What follows belongs to an exercise in optimizing a design on an open flow for small area, a short achievable clock period and few clock cycles; a production flow would make more cautious choices.
The RTL was checked by simulation tests, not by an equivalence proof against the original design.
Power and IR drop assume default switching activity.

job 101:
Design pipe_engine, start of the top module:
module pipe_engine (
    input  wire         clk,
    input  wire         rst,           
    input  wire [1:0]   cfg_policy,    
    input  wire         cfg_exe_fwd,   
    input  wire         cfg_mem_fwd,   
    input  wire         cmd_valid,
    output wire         cmd_ready,
    input  wire [69:0]  cmd,
    input  wire [3:0]   tr_status,     
    input  wire [195:0] tr_rec,        
    output wire         rsp_valid,
    output reg          rsp_ok,
    output reg  [63:0]  rsp_val,
    output reg  [1:0]   rsp_pulls      
);
    localparam R_OP    = 64;    
    localparam R_S1    = 67;    
    localparam R_S1N   = 75;
    localparam R_S2    = 76;    
    localparam R_S2N   = 84;
    localparam R_D     = 85;    
    localparam R_DN    = 93;
    localparam R_CCR   = 94;
    localparam R_CCW   = 95;
    localparam R_MEM   = 96;
    localparam R_BR    = 97;
    reg [1:0]  policy;
    reg        exe_fwd, mem_fwd;
    reg        fe_v   [0:1];
    reg        fe_m   [0:1];
    reg [2:0]  fe_op  [0:1];
    reg [7:0]  fe_d   [0:1];
    reg        fe_q   [0:1];
    reg        fe_ccw [0:1];
    reg        fe_dO  [0:1];
    reg [1:0]  fe_dI  [0:1];
    reg [1:0]  fe_dE  [0:1];
    reg        fe_o1;               
    reg        id_v   [0:1];
    reg        id_st  [0:1];
    reg        id_m   [0:1];
    reg [2:0]  id_op  [0:1];
    reg [7:0]  id_d   [0:1];
    reg        id_q   [0:1];
    reg        id_ccw [0:1];
    reg        ex_v   [0:1];
    reg        ex_m   [0:1];
    reg [2:0]  ex_op  [0:1];
    reg        ma_v   [0:1];
    reg        ma_m   [0:1];
    reg [2:0]  ma_op  [0:1];
    reg        halt, fetch_stall, trace_error, trace_done;
    localparam NC = 10;
    localparam LB = 11;                  
    reg [LB-1:0]    cnt_lo [0:NC-1];     
    reg [NC-1:0]    pend;                
    reg [63:LB]     r_hi  [0:NC-1];      
    reg [3:0]       r_id  [0:NC-1];      
    reg [NC-1:0]    r_z;                 
    wire            busy = |pend;
    localparam LAST = NC - 1;
    assign cmd_ready = !busy;
    assign rsp_valid = cmd_valid && !busy;
    wire [3:0] opc     = cmd[3:0];
    wire       perfect = (policy == 2'd1);
  ...
==> flow/config.mk <==
export PLATFORM = sky130hd
export DESIGN_NAME = pipe_engine
export DESIGN_NICKNAME = pipe_engine
export VERILOG_FILES = /design/flow/design.v
export SDC_FILE = /design/flow/constraint.sdc
export NUM_CORES = 4
export LEC_CHECK = 0
export CAP_MARGIN = 20
export CORE_MARGIN = 2
export CORE_UTILIZATION = 40
export CTS_BUF_LIST = sky130_fd_sc_hd__clkbuf_16
export CTS_CLUSTER_DIAMETER = 100
export CTS_CLUSTER_SIZE = 32
export PLACE_DENSITY = 0.6
export SETUP_SLACK_MARGIN = 5
export SLEW_MARGIN = 20
==> flow/constraint.sdc <==
create_clock -name core_clock -period 12.0 [get_ports {clk}]
set_input_delay 2.4000 -clock core_clock [delete_from_list [all_inputs] [get_ports {clk}]]
set_output_delay 2.4000 -clock core_clock [all_outputs]
set_load 0.01 [all_outputs]
run.sh (not shown) runs the stock make flow with config.mk's settings and CLKGATE_MAP_FILE= SYNTH_SCRIPT=/design/flow/synth_recipe.tcl, a recipe that flattens the netlist after the stock synthesis.
Every stage of the flow completed for job 101, and the final layout passed the timing, DRC and antenna checks.
Testbench counts of job 101, summed over its fixed seeds: cycles 12,016.
Setup changes, job 101 to job 102
- CTS_CLUSTER_SIZE changed from 32 to 24
- SETUP_SLACK_MARGIN changed from 5 to 4.75
- CORE_UTILIZATION changed from 40 to 50
- CTS_CLUSTER_DIAMETER changed from 100 to 80
- PLACE_DENSITY changed from 0.6 to 0.7
Share of synthesized cell area in full adder, half adder and majority cells: job 101 vs job 102 identical. The share of total power in combinational logic on job 101 is in line with that on job 102. Post-route worst hold slack: job 102 and job 101 compared, lower one is job 101. Job 102 can be clocked slower than job 101. In job 102 the setup slack of the worst register-to-register path turned out 0.16 ns higher than in job 101. Compared with job 101, in job 102 fraction of the cycle the final worst path needs went up; final clock skew moved down; area occupied by multi-input gates now sits lower; area of the die fell 15000 um2. Higher global-route usage among job 102 and job 101: job 102. Job 102 vs job 101 — wire length on met2 dropped 3.9 mm.

## static timing again, ports no longer ideal
How much do the figures lean on ideal ports? The routed layouts below were timed once more, with nothing changed but the port constraints.
Step 1 (the two cells are an assumption about what drives the block):
set clk [get_ports {clk}]
set_driving_cell -lib_cell sky130_fd_sc_hd__clkbuf_16 $clk
set_driving_cell -lib_cell sky130_fd_sc_hd__buf_2 [delete_from_list [all_inputs] $clk]
Step 2 times the ports against the registers' clock, not the clock port: input delays grow and output delays shrink by t, the midpoint of the rising clock arrivals with the driver on.
Slacks: no drivers / after step 1 / after step 2; pairs: no drivers / after step 1.
run | t, ns | slack for setup (ns) | latest minus earliest clock arrival (ns) | worst register clock-pin slew, ns
job 101 | 0.663 | 4.769 / 4.717 / 4.717 | 0.047 / 0.046 | 0.12 / 0.12
job 102 | 0.671 | 4.737 / 4.695 / 4.695 | 0.024 / 0.023 | 0.10 / 0.10
After both steps setup and hold are still met in every run listed. The setup slack of job 101, which loses most, moves by -0.052 ns with the drivers and by -0.052 ns with both steps.
